What follows belongs to an exercise in optimizing a design on an open flow for small area, a short achievable clock period and few clock cycles per item; a production flow would make more cautious choices. In this exercise RTL edits were held to simulation tests only and were not proved equivalent to the original.

File: flow/run.sh
#!/bin/bash
# synth_recipe.tcl (not shown) runs the flow's synth.tcl, then flattens the netlist and writes it again
# the make line also repeats each setting of config.mk as NAME=value (left out here)
make -C /OpenROAD-flow-scripts/flow DESIGN_CONFIG=/design/flow/config.mk WORK_HOME=/design/flow/orfs CLKGATE_MAP_FILE= SYNTH_SCRIPT=/design/flow/synth_recipe.tcl finish
File: flow/config.mk
export PLATFORM = sky130hd
export DESIGN_NAME = lwm_core
export DESIGN_NICKNAME = lwm_core
export VERILOG_FILES = /design/flow/design.v
export SDC_FILE = /design/flow/constraint.sdc
export NUM_CORES = 8
export LEC_CHECK = 0
export ABC_AREA = 1
export CAP_MARGIN = 20
export CORE_MARGIN = 2
export CORE_UTILIZATION = 45
export GPL_ROUTABILITY_DRIVEN = 1
export PLACE_DENSITY = 0.6
export SETUP_SLACK_MARGIN = 5
export SLEW_MARGIN = 20
File: flow/constraint.sdc
create_clock -name core_clock -period 17.0 [get_ports {clk}]
set_input_delay 3.4000 -clock core_clock [delete_from_list [all_inputs] [get_ports {clk}]]
set_output_delay 3.4000 -clock core_clock [all_outputs]
set_load 0.01 [all_outputs]
File: flow/design.v
module lwm_sin_rom (
    input  wire [7:0]  idx,
    output reg  [15:0] val
);
    always @(*) begin
        case (idx)
            8'd0: val = 16'h0000;
            8'd1: val = 16'h00C9;
            8'd2: val = 16'h0192;
            8'd3: val = 16'h025B;
            8'd4: val = 16'h0324;
            8'd5: val = 16'h03ED;
            8'd6: val = 16'h04B6;
            8'd7: val = 16'h057F;
            8'd8: val = 16'h0648;
            8'd9: val = 16'h0711;
            8'd10: val = 16'h07D9;
            8'd11: val = 16'h08A2;
            8'd12: val = 16'h096A;
            8'd13: val = 16'h0A33;
            8'd14: val = 16'h0AFB;
            8'd15: val = 16'h0BC4;
            8'd16: val = 16'h0C8C;
            8'd17: val = 16'h0D54;
            8'd18: val = 16'h0E1C;
            8'd19: val = 16'h0EE3;
            8'd20: val = 16'h0FAB;
            8'd21: val = 16'h1072;
            8'd22: val = 16'h113A;
            8'd23: val = 16'h1201;
            8'd24: val = 16'h12C8;
            8'd25: val = 16'h138F;
            8'd26: val = 16'h1455;
            8'd27: val = 16'h151C;
            8'd28: val = 16'h15E2;
            8'd29: val = 16'h16A8;
            8'd30: val = 16'h176E;
            8'd31: val = 16'h1833;
            8'd32: val = 16'h18F9;
            8'd33: val = 16'h19BE;
            8'd34: val = 16'h1A82;
            8'd35: val = 16'h1B47;
            8'd36: val = 16'h1C0B;
            8'd37: val = 16'h1CCF;
            8'd38: val = 16'h1D93;
            8'd39: val = 16'h1E57;
            8'd40: val = 16'h1F1A;
            8'd41: val = 16'h1FDD;
            8'd42: val = 16'h209F;
            8'd43: val = 16'h2161;
            8'd44: val = 16'h2223;
            8'd45: val = 16'h22E5;
            8'd46: val = 16'h23A6;
            8'd47: val = 16'h2467;
            8'd48: val = 16'h2528;
            8'd49: val = 16'h25E8;
            8'd50: val = 16'h26A8;
            8'd51: val = 16'h2767;
            8'd52: val = 16'h2826;
            8'd53: val = 16'h28E5;
            8'd54: val = 16'h29A3;
            8'd55: val = 16'h2A61;
            8'd56: val = 16'h2B1F;
            8'd57: val = 16'h2BDC;
            8'd58: val = 16'h2C99;
            8'd59: val = 16'h2D55;
            8'd60: val = 16'h2E11;
            8'd61: val = 16'h2ECC;
            8'd62: val = 16'h2F87;
            8'd63: val = 16'h3041;
            8'd64: val = 16'h30FB;
            8'd65: val = 16'h31B5;
            8'd66: val = 16'h326E;
            8'd67: val = 16'h3326;
            8'd68: val = 16'h33DF;
            8'd69: val = 16'h3496;
            8'd70: val = 16'h354D;
            8'd71: val = 16'h3604;
            8'd72: val = 16'h36BA;
            8'd73: val = 16'h376F;
            8'd74: val = 16'h3824;
            8'd75: val = 16'h38D9;
            8'd76: val = 16'h398C;
            8'd77: val = 16'h3A40;
            8'd78: val = 16'h3AF2;
            8'd79: val = 16'h3BA5;
            8'd80: val = 16'h3C56;
            8'd81: val = 16'h3D07;
            8'd82: val = 16'h3DB8;
            8'd83: val = 16'h3E68;
            8'd84: val = 16'h3F17;
            8'd85: val = 16'h3FC5;
            8'd86: val = 16'h4073;
            8'd87: val = 16'h4121;
            8'd88: val = 16'h41CE;
            8'd89: val = 16'h427A;
            8'd90: val = 16'h4325;
            8'd91: val = 16'h43D0;
            8'd92: val = 16'h447A;
            8'd93: val = 16'h4524;
            8'd94: val = 16'h45CD;
            8'd95: val = 16'h4675;
            8'd96: val = 16'h471C;
            8'd97: val = 16'h47C3;
            8'd98: val = 16'h4869;
            8'd99: val = 16'h490F;
            8'd100: val = 16'h49B4;
            8'd101: val = 16'h4A58;
            8'd102: val = 16'h4AFB;
            8'd103: val = 16'h4B9D;
            8'd104: val = 16'h4C3F;
            8'd105: val = 16'h4CE0;
            8'd106: val = 16'h4D81;
            8'd107: val = 16'h4E20;
            8'd108: val = 16'h4EBF;
            8'd109: val = 16'h4F5D;
            8'd110: val = 16'h4FFB;
            8'd111: val = 16'h5097;
            8'd112: val = 16'h5133;
            8'd113: val = 16'h51CE;
            8'd114: val = 16'h5268;
            8'd115: val = 16'h5302;
            8'd116: val = 16'h539B;
            8'd117: val = 16'h5432;
            8'd118: val = 16'h54C9;
            8'd119: val = 16'h5560;
            8'd120: val = 16'h55F5;
            8'd121: val = 16'h568A;
            8'd122: val = 16'h571D;
            8'd123: val = 16'h57B0;
            8'd124: val = 16'h5842;
            8'd125: val = 16'h58D3;
            8'd126: val = 16'h5964;
            8'd127: val = 16'h59F3;
            8'd128: val = 16'h5A82;
            8'd129: val = 16'h5B0F;
            8'd130: val = 16'h5B9C;
            8'd131: val = 16'h5C28;
            8'd132: val = 16'h5CB3;
            8'd133: val = 16'h5D3E;
            8'd134: val = 16'h5DC7;
            8'd135: val = 16'h5E4F;
            8'd136: val = 16'h5ED7;
            8'd137: val = 16'h5F5D;
            8'd138: val = 16'h5FE3;
            8'd139: val = 16'h6068;
            8'd140: val = 16'h60EB;
            8'd141: val = 16'h616E;
            8'd142: val = 16'h61F0;
            8'd143: val = 16'h6271;
            8'd144: val = 16'h62F1;
            8'd145: val = 16'h6370;
            8'd146: val = 16'h63EE;
            8'd147: val = 16'h646C;
            8'd148: val = 16'h64E8;
            8'd149: val = 16'h6563;
            8'd150: val = 16'h65DD;
            8'd151: val = 16'h6656;
            8'd152: val = 16'h66CF;
            8'd153: val = 16'h6746;
            8'd154: val = 16'h67BC;
            8'd155: val = 16'h6832;
            8'd156: val = 16'h68A6;
            8'd157: val = 16'h6919;
            8'd158: val = 16'h698B;
            8'd159: val = 16'h69FD;
            8'd160: val = 16'h6A6D;
            8'd161: val = 16'h6ADC;
            8'd162: val = 16'h6B4A;
            8'd163: val = 16'h6BB7;
            8'd164: val = 16'h6C23;
            8'd165: val = 16'h6C8E;
            8'd166: val = 16'h6CF8;
            8'd167: val = 16'h6D61;
            8'd168: val = 16'h6DC9;
            8'd169: val = 16'h6E30;
            8'd170: val = 16'h6E96;
            8'd171: val = 16'h6EFB;
            8'd172: val = 16'h6F5E;
            8'd173: val = 16'h6FC1;
            8'd174: val = 16'h7022;
            8'd175: val = 16'h7083;
            8'd176: val = 16'h70E2;
            8'd177: val = 16'h7140;
            8'd178: val = 16'h719D;
            8'd179: val = 16'h71F9;
            8'd180: val = 16'h7254;
            8'd181: val = 16'h72AE;
            8'd182: val = 16'h7307;
            8'd183: val = 16'h735E;
            8'd184: val = 16'h73B5;
            8'd185: val = 16'h740A;
            8'd186: val = 16'h745F;
            8'd187: val = 16'h74B2;
            8'd188: val = 16'h7504;
            8'd189: val = 16'h7555;
            8'd190: val = 16'h75A5;
            8'd191: val = 16'h75F3;
            8'd192: val = 16'h7641;
            8'd193: val = 16'h768D;
            8'd194: val = 16'h76D8;
            8'd195: val = 16'h7722;
            8'd196: val = 16'h776B;
            8'd197: val = 16'h77B3;
            8'd198: val = 16'h77FA;
            8'd199: val = 16'h783F;
            8'd200: val = 16'h7884;
            8'd201: val = 16'h78C7;
            8'd202: val = 16'h7909;
            8'd203: val = 16'h794A;
            8'd204: val = 16'h7989;
            8'd205: val = 16'h79C8;
            8'd206: val = 16'h7A05;
            8'd207: val = 16'h7A41;
            8'd208: val = 16'h7A7C;
            8'd209: val = 16'h7AB6;
            8'd210: val = 16'h7AEE;
            8'd211: val = 16'h7B26;
            8'd212: val = 16'h7B5C;
            8'd213: val = 16'h7B91;
            8'd214: val = 16'h7BC5;
            8'd215: val = 16'h7BF8;
            8'd216: val = 16'h7C29;
            8'd217: val = 16'h7C59;
            8'd218: val = 16'h7C88;
            8'd219: val = 16'h7CB6;
            8'd220: val = 16'h7CE3;
            8'd221: val = 16'h7D0E;
            8'd222: val = 16'h7D39;
            8'd223: val = 16'h7D62;
            8'd224: val = 16'h7D89;
            8'd225: val = 16'h7DB0;
            8'd226: val = 16'h7DD5;
            8'd227: val = 16'h7DFA;
            8'd228: val = 16'h7E1D;
            8'd229: val = 16'h7E3E;
            8'd230: val = 16'h7E5F;
            8'd231: val = 16'h7E7E;
            8'd232: val = 16'h7E9C;
            8'd233: val = 16'h7EB9;
            8'd234: val = 16'h7ED5;
            8'd235: val = 16'h7EEF;
            8'd236: val = 16'h7F09;
            8'd237: val = 16'h7F21;
            8'd238: val = 16'h7F37;
            8'd239: val = 16'h7F4D;
            8'd240: val = 16'h7F61;
            8'd241: val = 16'h7F74;
            8'd242: val = 16'h7F86;
            8'd243: val = 16'h7F97;
            8'd244: val = 16'h7FA6;
            8'd245: val = 16'h7FB4;
            8'd246: val = 16'h7FC1;
            8'd247: val = 16'h7FCD;
            8'd248: val = 16'h7FD8;
            8'd249: val = 16'h7FE1;
            8'd250: val = 16'h7FE9;
            8'd251: val = 16'h7FF0;
            8'd252: val = 16'h7FF5;
            8'd253: val = 16'h7FF9;
            8'd254: val = 16'h7FFD;
            8'd255: val = 16'h7FFE;
            default: val = 16'h0000;
        endcase
    end
endmodule
module lwm_mac18 (
    input  wire [17:0] a,
    input  wire [17:0] b,
    input  wire [35:0] c,
    output wire [35:0] p
);
    wire [18:0] bx = {b, 1'b0};
    reg  [35:0] r [0:11];
    reg  [35:0] cst, negs;
    reg   [2:0] t;
    reg  [18:0] pp;
    integer i;
    always @(*) begin
        cst  = 36'd0;
        negs = 36'd0;
        for (i = 0; i < 9; i = i + 1) begin
            t = bx[2*i +: 3];
            case (t)
                3'b000, 3'b111: pp = 19'd0;
                3'b001, 3'b010: pp = {a[17], a};
                3'b011:         pp = {a, 1'b0};
                3'b100:         pp = ~{a, 1'b0};
                default:        pp = ~{a[17], a};
            endcase
            r[i] = {17'd0, ~pp[18], pp[17:0]} << (2*i);
            negs[2*i] = t[2] & ~(t[1] & t[0]);
            cst = cst - (36'd1 << (18 + 2*i));
        end
        r[9]  = cst;
        r[10] = negs;
        r[11] = c;
    end
    function [71:0] csa;
        input [35:0] x, y, z;
        csa = {((x & y) | (x & z) | (y & z)) << 1, x ^ y ^ z};
    endfunction
    wire [71:0] l1a = csa(r[0], r[1], r[2]);
    wire [71:0] l1b = csa(r[3], r[4], r[5]);
    wire [71:0] l1c = csa(r[6], r[7], r[8]);
    wire [71:0] l1d = csa(r[9], r[10], r[11]);
    wire [71:0] l2a = csa(l1a[35:0], l1a[71:36], l1b[35:0]);
    wire [71:0] l2b = csa(l1b[71:36], l1c[35:0], l1c[71:36]);
    wire [71:0] l3a = csa(l2a[35:0], l2a[71:36], l2b[35:0]);
    wire [71:0] l3b = csa(l2b[71:36], l1d[35:0], l1d[71:36]);
    wire [71:0] l4  = csa(l3a[35:0], l3a[71:36], l3b[35:0]);
    wire [71:0] l5  = csa(l4[35:0], l4[71:36], l3b[71:36]);
    wire [36:0] s;
    addbk #(36) fin (.a(l5[35:0]), .b(l5[71:36]), .ci(1'b0), .s(s));
    assign p = s[35:0];
endmodule
module addbk #(parameter N = 32) (input [N-1:0] a, input [N-1:0] b, input ci, output [N:0] s);
    function integer lg2c;             
        input integer v;
        integer t;
        begin
            lg2c = 0;
            for (t = 1; t < v; t = t * 2) lg2c = lg2c + 1;
        end
    endfunction
    localparam integer LG = lg2c(N + 1);
    wire [N:0] g0 = {a & b, ci};
    wire [N:0] p0 = {a ^ b, 1'b0};
    wire [N:0] G [0:2*LG];
    wire [N:0] P [0:2*LG];
    assign G[0] = g0;
    assign P[0] = p0;
    genvar l, i;
    generate
        for (l = 0; l < LG; l = l + 1) begin : up
            for (i = 0; i <= N; i = i + 1) begin : n
                if ((i % (2 << l)) == ((2 << l) - 1) && i >= (1 << l)) begin : op
                    assign G[l+1][i] = G[l][i] | (P[l][i] & G[l][i - (1 << l)]);
                    assign P[l+1][i] = P[l][i] & P[l][i - (1 << l)];
                end else begin : pass
                    assign G[l+1][i] = G[l][i];
                    assign P[l+1][i] = P[l][i];
                end
            end
        end
        for (l = 0; l < LG; l = l + 1) begin : dn
            for (i = 0; i <= N; i = i + 1) begin : n
                if (i >= (3 << (LG-1-l)) - 1 && ((i + 1) % (2 << (LG-1-l))) == (1 << (LG-1-l))) begin : op
                    assign G[LG+l+1][i] = G[LG+l][i] | (P[LG+l][i] & G[LG+l][i - (1 << (LG-1-l))]);
                    assign P[LG+l+1][i] = P[LG+l][i] & P[LG+l][i - (1 << (LG-1-l))];
                end else begin : pass
                    assign G[LG+l+1][i] = G[LG+l][i];
                    assign P[LG+l+1][i] = P[LG+l][i];
                end
            end
        end
    endgenerate
    assign s = {G[2*LG][N], p0[N:1] ^ G[2*LG][N-1:0]};
endmodule
module lwm_core (
    input  wire        clk,
    input  wire        rst,           
    input  wire        bus_valid,
    input  wire        bus_write,
    input  wire [5:0]  bus_addr,      
    input  wire [1:0]  bus_size,      
    input  wire [31:0] bus_wdata,
    output reg         bus_ready,
    output reg         bus_err,
    output reg  [31:0] bus_rdata
);
    localparam integer K  = 3;             
    localparam integer WW = 35 + K;        
    localparam [31:0] ID_VALUE = 32'h4C574D01;
    localparam [7:0] OP_TOFIX = 8'h01, OP_FROMFIX = 8'h02, OP_QCONV = 8'h03,
                     OP_QADD = 8'h08, OP_QSUB = 8'h09, OP_QMUL = 8'h0A,
                     OP_QDIV = 8'h0B, OP_QADDI = 8'h0C, OP_QSUBI = 8'h0D,
                     OP_QMULI = 8'h0E, OP_QDIVI = 8'h0F, OP_GADD = 8'h10,
                     OP_GSUB = 8'h11, OP_GMUL = 8'h12, OP_GDIV = 8'h13,
                     OP_ISQRT = 8'h18, OP_FSQRT = 8'h19, OP_TRIG = 8'h20,
                     OP_CLARKE = 8'h21, OP_PARK = 8'h22, OP_REVPARK = 8'h23;
    localparam [4:0] S_IDLE = 5'd0,  S_SH  = 5'd1,  S_SH2 = 5'd2,  S_G2  = 5'd3,
                     S_G3   = 5'd4,  S_DIV = 5'd5,  S_DFIN = 5'd6, S_SQ1 = 5'd7,
                     S_SQP  = 5'd8,  S_SQF = 5'd9,  S_M0  = 5'd10, S_M1  = 5'd11,
                     S_M2   = 5'd12, S_M3  = 5'd13, S_M4  = 5'd14, S_MQ  = 5'd15,
                     S_TRC  = 5'd16, S_TRS = 5'd17, S_PKC = 5'd18, S_PK1 = 5'd19,
                     S_PK2  = 5'd20, S_PK3 = 5'd21, S_PK4 = 5'd22, S_PK5 = 5'd23,
                     S_CK0  = 5'd24, S_CK1 = 5'd25, S_CK2 = 5'd26;
    localparam signed [17:0] KSQ3 = 18'sd18918;
    function [5:0] clz32;
        input [31:0] v;
        integer i;
        begin
            clz32 = 6'd32;
            for (i = 0; i < 32; i = i + 1)
                if (v[i]) clz32 = 6'd31 - i[5:0];
        end
    endfunction
    function [31:0] sat15;
        input [31:0] v;
        reg [16:0] y;
        begin
            y = v[31:15];
            if (!y[16] && y[15])
                sat15 = 32'sd32767;
            else if (y[16] && (!y[15] || y[14:0] == 15'd0))
                sat15 = -32'sd32767;
            else
                sat15 = {{16{y[15]}}, y[15:0]};
        end
    endfunction
    function op_known;
        input [7:0] o;
        begin
            case (o)
                OP_TOFIX, OP_FROMFIX, OP_QCONV, OP_QADD, OP_QSUB, OP_QMUL,
                OP_QDIV, OP_QADDI, OP_QSUBI, OP_QMULI, OP_QDIVI, OP_GADD,
                OP_GSUB, OP_GMUL, OP_GDIV, OP_ISQRT, OP_FSQRT, OP_TRIG,
                OP_CLARKE, OP_PARK, OP_REVPARK: op_known = 1'b1;
                default:                        op_known = 1'b0;
            endcase
        end
    endfunction
    function [1:0] fpad;
        input [6:0] l;
        reg [3:0] d;
        begin
            d = {2'b0, l[1:0]} + {2'b0, l[3:2]} + {2'b0, l[5:4]} + {3'b0, l[6]};
            case (d)
                4'd0, 4'd3, 4'd6, 4'd9: fpad = 2'd0;
                4'd1, 4'd4, 4'd7, 4'd10: fpad = 2'd2;
                default:                fpad = 2'd1;
            endcase
        end
    endfunction
    function [K-1:0] fmask;
        input [1:0] f;
        begin
            fmask = ~({K{1'b1}} >> f);
        end
    endfunction
    function [WW-1:0] winit;
        input [31:0] x;
        input [1:0] f;
        begin
            winit = {{(WW-32-K+1){1'b0}}, x, {(K-1){1'b0}}} >> f;
        end
    endfunction
    reg        fault;
    reg  [1:0] cz;                        
    reg [31:0] cmd, opa, opb, opc, res0, res1;
    reg  [4:0] st;
    reg        ang_c;                     
    reg [31:0]   treg;                    
    reg [WW-1:0] ws;                      
    reg [WW-1:0] wc;                      
    reg [31:0]   qp, qn;                  
    reg [31:0]   Dn;                      
    reg [17:0]   creg;                    
    reg  [6:0]   Lrem;                    
    reg [K-1:0]  fm;                      
    reg          first;                   
    reg  [5:0]   xclz;                    
    reg          neg;                     
    reg  [2:0]   iter;                    
    reg          xnd;                     
    reg          flg;                     
    wire       acc_ok = (bus_size == 2'd2) && (bus_addr[1:0] == 2'b00);
    wire [3:0] ra     = bus_addr[5:2];
    wire       wr     = bus_valid && acc_ok && bus_write;
    wire       cmd_wr = wr && (ra == 4'd2);
    wire [7:0] w_op = bus_wdata[7:0];
    wire [4:0] w_qa = bus_wdata[12:8];
    wire       w_legal = op_known(w_op) && (bus_wdata[15:13] == 3'b0) &&
                         (bus_wdata[23:21] == 3'b0) && (bus_wdata[31:29] == 3'b0);
    wire [7:0] c_op = cmd[7:0];
    wire [4:0] c_qa = cmd[12:8];
    wire [4:0] c_qb = cmd[20:16];
    wire [4:0] c_qr = cmd[28:24];
    wire idle = (st == S_IDLE);
    wire [31:0] nv0 = idle ? opa : treg;
    wire [31:0] nv  = (nv0[31] && st != S_SQ1) ? -nv0 : nv0;
    wire [5:0]  nclz = clz32(nv);
    reg  [31:0] f_hi, f_lo;
    reg  [31:0] fv;                       
    reg  signed [6:0] fe;                 
    reg         fprod;                    
    always @(*) begin
        fv    = opa;
        fe    = 7'sd0;
        fprod = 1'b0;
        case (st)
            S_IDLE, S_G3, S_SQ1: begin fv = nv; fe = -$signed({1'b0, nclz}); end
            S_SH: begin
                case (c_op)
                    OP_TOFIX, OP_FSQRT: begin fv = opa; fe = -$signed({2'b0, c_qa}); end
                    OP_QADDI, OP_QSUBI: begin fv = opb; fe = -$signed({2'b0, c_qa}); end
                    OP_FROMFIX:         begin fv = opa; fe =  $signed({2'b0, c_qa}); end
                    default:            begin fv = opa; fe = $signed({2'b0, c_qa}) - $signed({2'b0, c_qr}); end
                endcase
            end
            S_SH2, S_G2: begin fv = opb; fe = $signed({2'b0, c_qb}) - $signed({2'b0, c_qr}); end
            default: begin   
                fprod = 1'b1;
                if (c_op == OP_GMUL)
                    fe = $signed({2'b0, c_qa}) + $signed({2'b0, c_qb}) - $signed({2'b0, c_qr});
                else
                    fe = $signed({2'b0, c_qa});
            end
        endcase
        if (fprod) begin
            if (fe < 0)       begin f_hi = res0;             f_lo = 32'd0;    end
            else if (fe < 32) begin f_hi = ws[31:0];         f_lo = res0;     end
            else              begin f_hi = {32{ws[31]}};     f_lo = ws[31:0]; end
        end else begin
            if (fe < 0)       begin f_hi = fv;               f_lo = 32'd0;    end
            else              begin f_hi = {32{fv[31]}};     f_lo = fv;       end
        end
    end
    wire [63:0] f_cat  = {f_hi, f_lo};
    wire [63:0] f_shr  = f_cat >> fe[4:0];
    wire [31:0] fs_out = f_shr[31:0];
    wire [31:0] as_x   = (st == S_SH2) ? treg : opa;
    wire [31:0] as_y   = idle ? opb : fs_out;
    wire        as_sub = idle ? bus_wdata[0] : c_op[0];    
    wire [32:0] as_sum;
    addbk #(32) u_as (.a(as_x), .b(as_sub ? ~as_y : as_y), .ci(as_sub), .s(as_sum));
    wire [31:0] as_out = as_sum[31:0];
    wire [WW:0]  w_sum;
    addbk #(WW) u_wsum (.a(ws), .b(wc), .ci(1'b0), .s(w_sum));
    wire         w_neg = w_sum[WW-1];
    wire         rsq   = (st == S_SQP);
    wire [31:0]  rs_a = rsq ? res0 : (first ? 32'd0 : (neg ? qn : qp));
    wire [31:0]  rs_b = first ? 32'd0 : (rsq ? qp : (neg ? ~qp : ~qn));
    wire [31:0]  rs_c = first ? 32'd0 : (rsq ? ~qn : {31'd0, neg & w_neg});
    wire         rci = !first && ((!rsq && neg) || !w_neg);
    wire [31:0]  rs_s = rs_a ^ rs_b ^ rs_c;
    wire [31:0]  rs_k = {((rs_a[30:0] & rs_b[30:0]) | (rs_a[30:0] & rs_c[30:0]) | (rs_b[30:0] & rs_c[30:0])), 1'b0};
    wire [32:0]  r_sum;
    addbk #(32) u_res (.a(rs_s), .b(rs_k), .ci(rci), .s(r_sum));
    wire [31:0]  r_out = r_sum[31:0];
    wire [31:0]  sq_n  = {1'b0, r_out[31:1]};                
    wire [31:0] s1_x    = idle ? opa : fs_out;
    wire        s1_neg  = s1_x[31] || (s1_x == 32'd0);
    wire        s1_big  = s1_x > 32'd2097152;
    wire [18:0] s1_q    = s1_big ? s1_x[31:13] : s1_x[25:7];
    wire [19:0] s1_s    = {1'b0, s1_q} + (s1_big ? 20'd8192 : 20'd128);
    wire [31:0] s1_g    = {13'd0, s1_s[19:1]};
    wire        s1_stop = s1_big ? (s1_x[31:14] == 18'd4096) : (s1_x[31:8] == 24'd64);
    wire [31:0] s1_seed = s1_big ? 32'd8192 : 32'd128;
    wire [31:0] s1_res  = s1_neg ? 32'd0 : s1_stop ? s1_seed : s1_g;
    reg  rom_c, rom_sin, rom_flip;
    always @(*) begin
        rom_c    = ang_c;
        rom_sin  = 1'b0;
        rom_flip = 1'b0;
        case (st)
            S_TRC: begin rom_c = 1'b0; end
            S_TRS: begin rom_c = 1'b0; rom_sin = 1'b1; end
            S_PKC, S_PK3: begin rom_c = 1'b1; end
            S_PK1: begin rom_c = 1'b1; rom_sin = 1'b1; rom_flip = (c_op == OP_PARK); end
            S_PK2: begin rom_c = 1'b1; rom_sin = 1'b1; rom_flip = (c_op != OP_PARK); end
            default: ;
        endcase
    end
    wire [15:0] ang    = rom_c ? opc[15:0] : opa[15:0];
    wire  [1:0] qsel   = {~ang[15], ang[14]};
    wire        use_i  = qsel[0] ^ rom_sin;
    wire  [7:0] r_idx  = use_i ? ang[13:6] : ~ang[13:6];
    wire        r_neg  = (rom_sin ? ~qsel[1] : ~(qsel[1] ^ qsel[0])) ^ rom_flip;
    wire [15:0] r_t;
    lwm_sin_rom rom (.idx(r_idx), .val(r_t));
    wire [15:0] rom_v  = r_neg ? -r_t : r_t;
    reg  [17:0] ma, mb;
    reg  [35:0] madd;
    always @(*) begin
        ma   = ang_c ? {{2{opa[15]}}, opa[15:0]} : {2'b00, opa[15:0]};
        mb   = ang_c ? creg : {2'b00, opb[15:0]};
        madd = 36'd0;
        case (st)
            S_M0:  begin ma = {2'b00, opa[15:0]}; mb = {2'b00, opb[15:0]}; end
            S_M1:  begin ma = {{2{opa[31]}}, opa[31:16]}; mb = {2'b00, opb[15:0]};
                         madd = {{16{ws[35]}}, ws[35:16]}; end
            S_M2:  begin ma = {2'b00, opa[15:0]}; mb = {{2{opb[31]}}, opb[31:16]};
                         madd = ws[35:0]; end
            S_M3:  begin ma = {{2{opa[31]}}, opa[31:16]}; mb = {{2{opb[31]}}, opb[31:16]};
                         madd = {{16{ws[35]}}, ws[35:16]}; end
            S_PK1, S_PK3: begin ma = {{2{opa[15]}}, opa[15:0]}; mb = creg; end
            S_PK2, S_PK4: begin ma = {{2{opb[15]}}, opb[15:0]}; mb = creg; madd = ws[35:0]; end
            S_CK1: begin ma = KSQ3; mb = creg; end
            default: ;
        endcase
    end
    wire [35:0] mp;
    lwm_mac18 u_mac (.a(ma), .b(mb), .c(madd), .p(mp));
    wire [31:0] pk_res = (c_op == OP_PARK) ? sat15(wc[31:0])
                                           : {{16{wc[30]}}, wc[30:15]};
    wire [17:0] ck = -({{2{opa[15]}}, opa[15:0]} + {opb[15], opb[15:0], 1'b0});
    reg  [31:0] dmag;
    always @(*) begin
        if (idle)            dmag = opb[31] ? -opb : opb;
        else if (st == S_G3) dmag = Dn[31] ? -Dn : Dn;
        else                 dmag = res0;                      
    end
    wire [5:0]  dclz = clz32(dmag);
    wire [31:0] dnrm = dmag << dclz[4:0];
    reg [WW-1:0] dv_s, dv_c, dv_a;
    reg [WW-1:0] dv_ys, dv_yc;
    reg  [3:0]   dv_e;
    reg [K-1:0]  dv_qp, dv_qn;
    integer      k;
    always @(*) begin
        dv_s = ws;
        dv_c = wc;
        for (k = K - 1; k >= 0; k = k - 1) begin
            dv_ys = {dv_s[WW-2:0], 1'b0};
            dv_yc = {dv_c[WW-2:0], 1'b0};
            dv_e  = dv_ys[WW-1:WW-4] + dv_yc[WW-1:WW-4];
            dv_qp[k] = !dv_e[3] && !fm[k];                     
            dv_qn[k] = dv_e[3] && (dv_e != 4'hF) && !fm[k];    
            if (dv_qp[k])      dv_a = ~{{(WW-32-K){1'b0}}, Dn, {K{1'b0}}};
            else if (dv_qn[k]) dv_a =  {{(WW-32-K){1'b0}}, Dn, {K{1'b0}}};
            else               dv_a = {WW{1'b0}};
            dv_s = dv_ys ^ dv_yc ^ dv_a;
            dv_c = {((dv_ys & dv_yc) | (dv_ys & dv_a) | (dv_yc & dv_a)), 1'b0};
            dv_c[0] = dv_qp[k];
        end
    end
    wire [5:0] L_xclz = (st == S_SQ1 && xnd) ? xclz : nclz;
    wire signed [7:0] L_set = $signed({2'b0, dclz}) - $signed({2'b0, L_xclz}) + 8'sd1 +
                              (idle ? ((w_op == OP_QDIV) ? $signed({3'b0, w_qa}) : 8'sd0)
                                    : ((st == S_G3) ? $signed({3'b0, c_qr}) : 8'sd0));
    wire [1:0]  f_set = fpad(L_set[6:0]);
    wire [31:0] x_set = (st == S_SQ1 && xnd) ? treg : fs_out;    
    reg w_zw;
    always @(*) begin
        if (!w_legal) w_zw = 1'b1;
        else case (w_op)
            OP_QADD, OP_QSUB, OP_CLARKE: w_zw = 1'b1;
            OP_TRIG:            w_zw = !ang_c;
            OP_QDIV, OP_QDIVI:  w_zw = (opb == 32'd0);
            OP_ISQRT:           w_zw = s1_neg || s1_stop;
            default:            w_zw = 1'b0;
        endcase
    end
    always @(*) begin
        case (ra)
            4'd0:    bus_rdata = ID_VALUE;
            4'd1:    bus_rdata = {24'd0, 2'b00, cz, 3'd0, fault};
            4'd2:    bus_rdata = cmd;
            4'd4:    bus_rdata = opa;
            4'd5:    bus_rdata = opb;
            4'd6:    bus_rdata = opc;
            4'd8:    bus_rdata = res0;
            4'd9:    bus_rdata = res1;
            default: bus_rdata = 32'd0;
        endcase
        bus_err = !acc_ok;
    end
    reg finish;
    always @(*) begin
        case (st)
            S_SH:  finish = !((c_op == OP_GADD) || (c_op == OP_GSUB) ||
                              (c_op == OP_GDIV) || (c_op == OP_FSQRT));
            S_SH2, S_M4, S_MQ, S_DFIN, S_TRC, S_PK3, S_SQF: finish = 1'b1;
            S_G3, S_SQ1: finish = flg;
            default: finish = 1'b0;
        endcase
    end
    wire b1 = (st == S_TRS) || (st == S_PK4) || (st == S_PK5) || (st == S_CK0) ||
              (st == S_CK1) || (st == S_CK2);
    always @(*) begin
        if (idle)    bus_ready = !(bus_write && acc_ok && ra == 4'd2) || w_zw;
        else if (b1) bus_ready = !acc_ok || (!bus_write && ra != 4'd9);
        else         bus_ready = finish;
    end
    wire div_setup = (idle && cmd_wr && (w_op == OP_QDIV || w_op == OP_QDIVI)) ||
                     st == S_G3 || st == S_SQ1;
    always @(posedge clk) begin
        if (idle) begin
            creg  <= ang_c ? {{2{rom_v[15]}}, rom_v} : ck;
            Dn    <= dnrm;
            treg  <= fs_out;
            xclz  <= nclz;
            xnd   <= 1'b1;
            iter  <= 3'd2;
            neg   <= opa[31] ^ opb[31];
            flg   <= 1'b0;
        end
        if (div_setup) begin
            ws    <= winit(x_set, f_set);
            wc    <= {WW{1'b0}};
            fm    <= fmask(f_set);
            Lrem  <= L_set[6:0] + {5'd0, f_set};
            first <= 1'b1;
        end else if (idle)
            ws    <= {{(WW-36){mp[35]}}, mp};
        case (st)
            S_SH: begin
                treg <= fs_out;
                xnd  <= 1'b0;
                flg  <= s1_neg || s1_stop;                     
            end
            S_G2: begin
                Dn  <= fs_out;                                 
                flg <= (fs_out == 32'd0);
            end
            S_G3: begin
                treg <= fs_out;
                Dn   <= dnrm;
                neg  <= treg[31] ^ Dn[31];
            end
            S_SQ1: begin
                if (!xnd) begin
                    treg <= fs_out;
                    xclz <= nclz;
                end
                xnd <= 1'b1;
                Dn  <= dnrm;
            end
            S_SQP: iter <= iter + 3'd1;
            S_DIV: begin
                ws    <= dv_s;
                wc    <= dv_c;
                qp    <= {(first ? {(32-K){1'b0}} : qp[31-K:0]), dv_qp};
                qn    <= {(first ? {(32-K){1'b0}} : qn[31-K:0]), dv_qn};
                first <= 1'b0;
                fm    <= {K{1'b0}};
                Lrem  <= Lrem - K;
            end
            S_M0, S_M1, S_M2, S_M3, S_PK1, S_PK3: ws <= {{(WW-36){mp[35]}}, mp};
            S_PK2, S_PK4, S_CK1: wc <= {{(WW-36){mp[35]}}, mp};
            default: ;
        endcase
        case (st)
            S_CK0: creg <= ck;
            S_TRC, S_PKC, S_PK1, S_PK2, S_PK3: creg <= {{2{rom_v[15]}}, rom_v};
            default: ;
        endcase
        if (rst) begin
            fault <= 1'b0;
            cz    <= 2'd0;
            cmd   <= 32'd0;
            opa   <= 32'd0;
            opb   <= 32'd0;
            opc   <= 32'd0;
            res0  <= 32'd0;
            res1  <= 32'd0;
            st    <= S_IDLE;
            ang_c <= 1'b0;
        end else begin
            case (st)
                S_IDLE: begin
                    if (wr) begin
                        case (ra)
                            4'd1: if (bus_wdata[0]) begin
                                fault <= 1'b0;
                                cz    <= 2'd0;
                            end
                            4'd4: begin opa <= bus_wdata; ang_c <= 1'b0; end
                            4'd5: opb <= bus_wdata;
                            4'd6: begin opc <= bus_wdata; ang_c <= 1'b1; end
                            default: ;
                        endcase
                    end
                    if (cmd_wr) begin
                        cmd <= bus_wdata;
                        if (!w_legal) begin
                            if (!fault) begin fault <= 1'b1; cz <= 2'd1; end
                        end else begin
                            case (w_op)
                                OP_QADD, OP_QSUB: res0 <= as_out;
                                OP_TOFIX, OP_FROMFIX, OP_QCONV, OP_QADDI, OP_QSUBI,
                                OP_GADD, OP_GSUB, OP_GDIV, OP_FSQRT: st <= S_SH;
                                OP_QMUL, OP_QMULI, OP_GMUL: st <= ang_c ? S_M0 : S_M1;
                                OP_QDIV, OP_QDIVI: begin
                                    if (opb == 32'd0) begin
                                        if (!fault) begin fault <= 1'b1; cz <= 2'd2; end
                                    end else if (opa == 32'd0 || L_set <= 0)
                                        st <= S_DFIN;
                                    else
                                        st <= S_DIV;
                                end
                                OP_ISQRT: begin
                                    res0 <= s1_res;
                                    if (!(s1_neg || s1_stop)) st <= S_SQ1;
                                end
                                OP_TRIG: begin
                                    if (!ang_c) begin
                                        res0 <= {{16{rom_v[15]}}, rom_v};
                                        st   <= S_TRS;
                                    end else
                                        st   <= S_TRC;
                                end
                                OP_CLARKE: begin
                                    res0 <= {{16{opa[15]}}, opa[15:0]};
                                    st   <= ang_c ? S_CK0 : S_CK1;
                                end
                                default: st <= ang_c ? S_PK1 : S_PKC;    
                            endcase
                        end
                    end
                end
                S_SH: begin
                    case (c_op)
                        OP_QADDI, OP_QSUBI: begin res0 <= as_out; st <= S_IDLE; end
                        OP_GADD, OP_GSUB:   st <= S_SH2;
                        OP_GDIV:            st <= S_G2;
                        OP_FSQRT:           begin res0 <= s1_res; st <= S_SQ1; end
                        default:            begin res0 <= fs_out; st <= S_IDLE; end
                    endcase
                end
                S_SH2: begin res0 <= as_out; st <= S_IDLE; end
                S_G2:  st <= S_G3;
                S_G3: begin
                    if (flg) begin
                        if (!fault) begin fault <= 1'b1; cz <= 2'd2; end
                        st <= S_IDLE;
                    end else
                        st <= (treg == 32'd0 || L_set <= 0) ? S_DFIN : S_DIV;
                end
                S_DIV: if ($signed(Lrem) <= K) st <= (c_op[4:3] == 2'b11) ? S_SQP : S_DFIN;
                S_DFIN: begin res0 <= r_out; st <= S_IDLE; end
                S_SQ1: begin
                    if (flg)
                        st <= S_IDLE;                          
                    else
                        st <= (L_set <= 0) ? S_SQP : S_DIV;
                end
                S_SQP: begin
                    res0 <= sq_n;
                    st   <= (iter == 3'd6 || sq_n == res0) ? S_SQF : S_SQ1;
                end
                S_SQF: st <= S_IDLE;
                S_M0: st <= S_M1;
                S_M1: begin res0[15:0] <= ws[15:0]; st <= S_M2; end
                S_M2: st <= (c_op == OP_QMULI) ? S_MQ : S_M3;
                S_MQ: begin res0[31:16] <= ws[15:0]; st <= S_IDLE; end
                S_M3: begin res0[31:16] <= ws[15:0]; st <= S_M4; end
                S_M4: begin res0 <= fs_out; st <= S_IDLE; end
                S_TRC: begin res0 <= {{16{rom_v[15]}}, rom_v}; st <= S_TRS; end
                S_TRS: begin res1 <= {{16{rom_v[15]}}, rom_v}; st <= S_IDLE; end
                S_PKC: st <= S_PK1;
                S_PK1: st <= S_PK2;
                S_PK2: st <= S_PK3;
                S_PK3: begin res0 <= pk_res; st <= S_PK4; end
                S_PK4: st <= S_PK5;
                S_PK5: begin res1 <= pk_res; st <= S_IDLE; end
                S_CK0: st <= S_CK1;
                S_CK1: st <= S_CK2;
                S_CK2: begin res1 <= sat15(wc[31:0]); st <= S_IDLE; end
                default: st <= S_IDLE;
            endcase
        end
    end
endmodule
==> results.rst, run 1 <==
.. list-table::
   :header-rows: 1

   * - Metric
     - Value
   * - Setup-failing EPs final
     - 0
   * - Clock-pin slew reported for the worst setup and hold paths after clock tree synthesis
     - 0.06 ns
   * - Sinks on the clock net
     - 430
   * - CTS tree
     - done
   * - Post-synthesis cell type count
     - 91
   * - Worst Hold Class
     - reg2reg
   * - CP startpoint kind
     - flop
   * - Clock Skews
     - 0.07188 ns
   * - Post-synthesis average cell area
     - 6.617 sq um
   * - Total of fill cells in the finished design
     - 13,835
   * - Number of enable-type register cells in the synthesized netlist
     - 203
   * - Outcome
     - finished clean
   * - Storage element area
     - 10,660 sq um
   * - Site Rows
     - 137
   * - Kind of capture point of the worst setup path
     - output port
   * - Highest cell delay on the worst timing path
     - 0.80 ns
   * - Max Transition Viols Final
     - 0
   * - Setup TNS
     - 0 ns
   * - Warnings from Yosys
     - 7
   * - Total half-perimeter wirelength after legalization and detailed placement
     - 334.0 mm
   * - Part of the Yosys area used for sequential elements
     - 0.1685
   * - Share of synthesized flip-flops with an asynchronous set or reset
     - 0
   * - Die X-Extent
     - 378.6 um
   * - Hold Violations, Final
     - 0
   * - Clock tree root buffer cell
     - clkbuf_16
   * - Worst relative slew slack
     - 0.08470
   * - Setup crit start
     - opa[6]
   * - Fraction of the core area covered by cells at the end of the flow
     - 0.5192
   * - Skew-Pair Late Insertion Delay
     - 0.75 ns
   * - Number of max-capacitance violations reported
     - 0
   * - Hold path start
     - xclz[3]
   * - Standard cell core area
     - 139,400 sq um
   * - Critical path class
     - reg2out
   * - Fin crit share
     - 0.7221
   * - Post-DR vias/cell
     - 7.193
   * - Worst Tran Pin Value
     - 1.365 ns
   * - Count of hold-fix buffers inserted at cts
     - 0
   * - Final-layout worst hold slack
     - 0.4829 ns
   * - Number of input and output port buffers inserted
     - 77
   * - Most common cell in the synthesized netlist
     - nand2_1
   * - Fraction of final layout cells with drive strength greater than 1
     - 0.1214
   * - Global-route wire length before repair
     - 584.2 mm
   * - Antenna viol nets, final
     - 0
   * - Cell type with the highest occurrence count on the critical path
     - nand2_1
   * - Fraction of post-synthesis cell area in the top cell type by area
     - 0.1107
   * - Reg-to-Reg Start
     - st[4]
   * - Clock period minus worst slack
     - 12.28 ns
   * - Maximum clock rate
     - 0.08146 GHz
   * - Most frequent cells after synthesis
     - nand2_1, inv_1, o21ai_0
   * - Arrival @ worst endpoint
     - 8.88 ns
   * - Leftover overflow at the end of global routing
     - 0
   * - Area Overhead vs Synth
     - 14.60%
   * - I/O pins
     - 78
   * - TritonRoute pass-1 iters
     - 17
   * - Number of cells after detailed placement
     - 11,194
   * - Full die area
     - 143,300 sq um
   * - Area contributors post-synth
     - fa_1, nand2_1, edfxtp_1
   * - Setup repair after global routing missed its margin
     - true
   * - # nets final
     - 10,240
   * - Multi-input gate area in the final layout
     - 47,890 sq um
   * - Final Routed Wirelength
     - 438.4 mm
   * - Slowest cell on the critical path
     - dfxtp_1
   * - Vertical die dimension
     - 378.6 um
   * - Number of CTS-inserted buffers
     - 57
   * - Initial antenna violation count
     - 69
   * - Final routed DRC violation total
     - 0
   * - Clock Path Buffers
     - 3
   * - Gate count of the mapped netlist
     - 9,542
   * - Post-synthesis cell area
     - 63,140 sq um
   * - Crit-path max FO
     - 14
   * - Net count after synthesis
     - 10,256
   * - Required time of the worst setup path
     - 13.60 ns
   * - Initial DRC count
     - 17,800
   * - Overall via count from detail_route
     - 82,881
   * - Library cell with the largest summed area after synthesis
     - fa_1
   * - Routability Congestion
     - 1.219
   * - Drt wl/cell
     - 38.05 um
   * - Non-Filler Instances
     - 11,523
   * - FF+latch count, synth
     - 430
   * - Initial core utilization
     - 0.4531
   * - Via count of the first global-routing pass
     - 72,965
   * - Primary FF master, synth
     - dfxtp_1
   * - Pin count of the biggest net entering global routing
     - 101
   * - Number of H-tree branching levels
     - 2
   * - Overall global routing resource usage
     - 0.5851
==> layout make-up <==
class                           count  share of cell area
Antenna cell                       75            0.002594
Timing Repair inverter              6           0.0005360
Sequential cell                   430              0.1473
Clock buffer                       71             0.02113
Timing Repair Buffer              480             0.05947
Clock inverter                     34            0.004582
Inverter                         1316             0.07019
Tap cell                         1876             0.03244
Multi-Input combinational cell   7235              0.6618
==> worst max-delay path: cells and delay by family (launching register included) <==
family,cells,cell delay (ns)
XOR/XNOR,1,0.19
buffers and inverters,12,1.71
flip-flops,1,0.80
adder cells (fa/ha/maj),1,0.18
AND/OR/NAND/NOR,51,4.61
AO/OA/AOI/OAI,4,0.58
==> cells in the final DEF (no fill, tap or decap), types with 154 or more instances in the layout <==
cell	instances
inv_1	1204
a21oi_1	488
o22ai_1	241
o21ai_0	1085
buf_4	362
ha_1	319
o211ai_1	163
edfxtp_1	203
nand2_1	1618
nand3_1	547
nand3_2	154
nor2_1	761
fa_1	349
dfxtp_1	220
==> stage by stage <==
stage / setup WS, ns / cell area (sq um)
2_1_floorplan: 5.110 / 63140
3_3_place_gp: 2.359 / 65810
3_5_place_dp: 2.380 / 65830
4_1_cts: 4.973 / 70040
5_1_grt: 4.582 / 72220
6_report: 4.724 / 72360
==> state kept, by name (all words and copies together), names as in the netlist, 5 cells and up <==
signal,cells
qp,32
Lrem,7
Dn,32
xclz,6
opb,32
st,5
opa,32
qn,32
opc,32
wc,38
res1,16
treg,32
res0,32
cmd,32
creg,18
ws,38
==> per-layer routing <==
layer / GRT usage / vias to the layer above / part of all wire
met1: 0.6894 / 38741 / 0.34
met2: 0.7309 / 8782 / 0.35
met5: 0.06415 / - / 0.0036
met3: 0.3703 / 2472 / 0.19
li1: - / 32835 / -
met4: 0.4625 / 51 / 0.11
==> final timing paths <==
kind	to	slack, ns	depth (start not counted)
setup / recovery	bus_ready	4.72	69
hold / removal	xclz[3]	0.48	2
setup reg to reg	ws[33]	5.26	50
hold reg to reg	xclz[3]	0.48	2
==> logic make-up (layout without fill, tap and decap cells) <==
kind of cell,Yosys count,in the layout,synth area share
AND/OR/NAND/NOR,3664,3669,0.2507
AO/OA/AOI/OAI,2684,2684,0.2572
buffers and inverters,1882,1907,0.1193
adder cells (fa/ha/maj),670,670,0.1743
flip-flops,430,430,0.1685
XOR/XNOR,198,198,0.02770
multiplexers,14,14,0.002219
other,0,75,0
==> timing repair <==
action / 4_1_cts / 5_1_grt
resized for setup: 345 / 346
setup endpoints to repair: 78 / 60
setup buffers: 66 / 63
gates cloned: 15 / 5
pin swaps: 58 / 161
Testbench counts, summed over its fixed seeds: cycles 101,149, items 12,000.
==> inputs of run 2 (changes only) <==
==> flow/flow/run.sh (new file) <==
#!/bin/bash
set -euo pipefail
bash standard.sh SETUP_SLACK_MARGIN=8.5 finish > flow_standard.log 2>&1
==> flow/standard.sh (new file) <==
#!/bin/bash
# synth_recipe.tcl (not shown) runs the flow's synth.tcl, then flattens the netlist and writes it again
# the make line also repeats each setting of config.mk as NAME=value (left out here)
make -C /OpenROAD-flow-scripts/flow DESIGN_CONFIG=/design/flow/config.mk WORK_HOME=/design/flow/orfs CLKGATE_MAP_FILE= SYNTH_SCRIPT=/design/flow/synth_recipe.tcl "${@:-finish}"
--- a/flow/config.mk
+++ b/flow/config.mk
@@ -11,5 +11,4 @@
 export CORE_UTILIZATION = 45
 export GPL_ROUTABILITY_DRIVEN = 1
 export PLACE_DENSITY = 0.6
-export SETUP_SLACK_MARGIN = 5
 export SLEW_MARGIN = 20
removed: flow/run.sh
==> results.rst, run 2 <==
.. list-table::
   :header-rows: 1

   * - Metric
     - Value
   * - Reg-to-Reg Start
     - st[4]
   * - Total half-perimeter wirelength after legalization and detailed placement
     - 317.7 mm
   * - Standard cell core area
     - 139,400 sq um
   * - CTS tree
     - done
   * - Drt wl/cell
     - 36.97 um
   * - Max Transition Viols Final
     - 0
   * - Hold worst-path end
     - xclz[1]
   * - Clock period minus worst slack
     - 12.55 ns
   * - Site Rows
     - 137
   * - Sinks on the clock net
     - 430
   * - Number of H-tree branching levels
     - 2
   * - Global-route wire length before repair
     - 585.9 mm
   * - Clock tree root buffer cell
     - clkbuf_16
   * - Number of input and output port buffers inserted
     - 77
   * - Worst relative slew slack
     - 0.03266
   * - Library cell with the largest summed area after synthesis
     - fa_1
   * - Finished layout cell area
     - 77,420 sq um
   * - Vertical die dimension
     - 378.6 um
   * - Antenna viol nets, final
     - 0
   * - Area Overhead vs Synth
     - 22.61%
   * - Placement-stage cell area
     - 66,120 sq um
   * - Number of CTS-inserted buffers
     - 58
   * - Leftover overflow at the end of global routing
     - 0
   * - Most used cells in the layout excluding fill and tap cells
     - nand2_1, inv_1, o21ai_0
   * - Count of hold-fix buffers inserted at cts
     - 0
   * - Fin crit share
     - 0.7382
   * - Multi-input gate area in the final layout
     - 50,020 sq um
   * - Setup-failing EPs final
     - 0
   * - Number of max-capacitance violations reported
     - 0
   * - Hold path depth
     - 2
   * - Non-Filler Instances
     - 11,785
   * - Routing usage on met2
     - 0.7744
   * - CP startpoint kind
     - flop
   * - Number of cells after detailed placement
     - 11,170
   * - Total of fill cells in the finished design
     - 13,474
   * - Clock Skews
     - 0.08139 ns
   * - Crit-path max FO
     - 57
   * - Setup repair after global routing missed its margin
     - true
   * - Pin count of the biggest net entering global routing
     - 94
   * - Maximum clock rate
     - 0.07969 GHz
   * - Skew-Pair Late Insertion Delay
     - 0.76 ns
   * - I/O pins
     - 78
   * - Initial core utilization
     - 0.4531
   * - Number of enable-type register cells in the synthesized netlist
     - 203
   * - Initial antenna violation count
     - 66
   * - Setup TNS
     - 0 ns
   * - Most common cell in the synthesized netlist
     - nand2_1
   * - Fraction of final layout cells with drive strength greater than 1
     - 0.1873
   * - Fraction of the core area covered by cells at the end of the flow
     - 0.5555
   * - Met1 track utilization from global routing
     - 0.6417
   * - Overall global routing resource usage
     - 0.5839
   * - Highest cell delay on the worst timing path
     - 0.79 ns
   * - Required time of the worst setup path
     - 13.60 ns
   * - TritonRoute pass-1 iters
     - 28
   * - Slowest cell on the critical path
     - o21ai_0
   * - Post-DR vias/cell
     - 7.087
   * - Clock-pin slew reported for the worst setup and hold paths after clock tree synthesis
     - 0.06 ns
   * - Final-layout worst hold slack
     - 0.4914 ns
   * - Depth of the worst register-to-register path
     - 52
   * - Routability Congestion
     - 1.216
   * - Register-to-register setup slack
     - 6.46 ns
   * - Worst Tran Pin Value
     - 1.451 ns
   * - Initial DRC count
     - 16,134
   * - Share of synthesized flip-flops with an asynchronous set or reset
     - 0
   * - Full die area
     - 143,300 sq um
   * - Worst Hold Class
     - reg2reg
   * - Fraction of post-synthesis cell area in the top cell type by area
     - 0.1107
   * - Post-synthesis cell type count
     - 91
   * - Net count after synthesis
     - 10,256
   * - Via count of the first global-routing pass
     - 74,389
   * - Outcome
     - finished clean
   * - Arrival @ worst endpoint
     - 9.15 ns
   * - Hold Violations, Final
     - 0
   * - Kind of capture point of the worst setup path
     - output port
   * - Post-synthesis average cell area
     - 6.617 sq um
   * - Final Routed Wirelength
     - 435.7 mm
   * - Overall via count from detail_route
     - 83,525
   * - Gate count of the mapped netlist
     - 9,542
   * - Primary FF master, synth
     - dfxtp_1
   * - Final routed DRC violation total
     - 0
   * - Warnings from Yosys
     - 7
   * - Critical path class
     - reg2out
   * - Area contributors post-synth
     - fa_1, nand2_1, edfxtp_1
   * - Clock Path Buffers
     - 3
   * - # nets final
     - 10,497
   * - Most frequent cells after synthesis
     - nand2_1, inv_1, o21ai_0
   * - Global-route layer with the greatest usage
     - met2
   * - Fraction of met3 tracks used by global routing
     - 0.3308
   * - Storage element area
     - 10,660 sq um
   * - Part of the Yosys area used for sequential elements
     - 0.1685
   * - Die X-Extent
     - 378.6 um
   * - Post-synthesis cell area
     - 63,140 sq um
   * - Largest registers
     - wc x38, ws x38
   * - Critical register-to-register path endpoint
     - res0[29]
   * - FF+latch count, synth
     - 430
   * - Most common cell after layout, fill and taps aside
     - nand2_1
   * - Hold path start
     - xclz[1]
[run 2: final cells by class]
cell class / instances / share of cell area
Timing Repair inverter: 12 / 0.001034
Antenna cell: 76 / 0.002457
Clock buffer: 71 / 0.02056
Clock inverter: 39 / 0.005511
Sequential cell: 430 / 0.1377
Inverter: 1316 / 0.06794
Multi-Input combinational cell: 7243 / 0.6461
Timing Repair Buffer: 722 / 0.08835
Tap cell: 1876 / 0.03032
[run 2: worst max path at each step]
stage,from,endpoint,slack (ns),depth (start not counted)
6_report,st[4],bus_ready,4.45,35
5_1_grt,st[1],bus_ready,4.41,77
4_1_cts,st[2],bus_ready,5.13,69
3_5_place_dp,st[2],bus_ready,3.27,67
3_3_place_gp,st[2],bus_ready,3.07,70
2_1_floorplan,st[4],ws[33],6.68,63
[run 2: cell families after synthesis]
kind of cell,count (synthesis),synth area share
and+or+nand+nor,3664,0.2507
AOI/OAI and AO/OA,2684,0.2572
buffers and inverters,1882,0.1193
adders and majority gates,670,0.1743
DFF,430,0.1685
xor gates and xnor gates,198,0.02770
muxes,14,0.002219
[run 2: metal layers]
layer  part of all wire  wire length (um)
met5             0.0042              1812
met4               0.12             54410
met3               0.17             74200
met2               0.38            163400
met1               0.33            141900
[run 2: critical path: cells and delay by family, from the launching register on]
kind	cells	cell delay [ns]
AO/OA/AOI/OAI	6	2.22
AND/OR/NAND/NOR	17	2.69
flip-flops	1	0.38
buffers and inverters	12	3.01
[run 2: per-stage QoR]
step,worst slack (ns)
4_1_cts,5.125
6_report,4.451
3_5_place_dp,3.269
3_3_place_gp,3.065
5_1_grt,4.414
2_1_floorplan,6.676
[run 2: what timing repair did]
| item | in CTS | in global routing |
|---|---|---|
| resized for setup | 864 | 447 |
| gates cloned | 34 | 9 |
| pin swaps | 182 | 213 |
| setup endpoints to repair | 197 | 160 |
| buffers inserted | 233 | 147 |

[what the ideal ports hide]
No port has a modelled driver above. Below, the same layouts with a new extraction and two added sets of constraints. Step 1 sets driving cells, clkbuf_16 on the clock port and buf_2 on the other inputs (assumed; they add their load-dependent delay and slew). Step 2 adds t to the input delays and takes it off the output delays; t is the mean of the earliest and latest rising clock arrival at the registers after step 1. Input paths then give back, and output paths get back, about the clock's delay inside the block. a / b / c = ideal / step 1 / step 2; a / b = the first two.
run	shift t [ns]	slack for setup (ns)	worst register clock-pin slew, ns
run 1	0.802	4.724 / 4.633 / 4.475	0.08 / 0.08
run 2	0.814	4.451 / 4.359 / 5.173	0.09 / 0.09
After both steps every run listed still meets setup and hold. For run 1, which loses most, drivers alone change the setup slack by -0.091 ns; drivers and shift together by -0.249 ns.
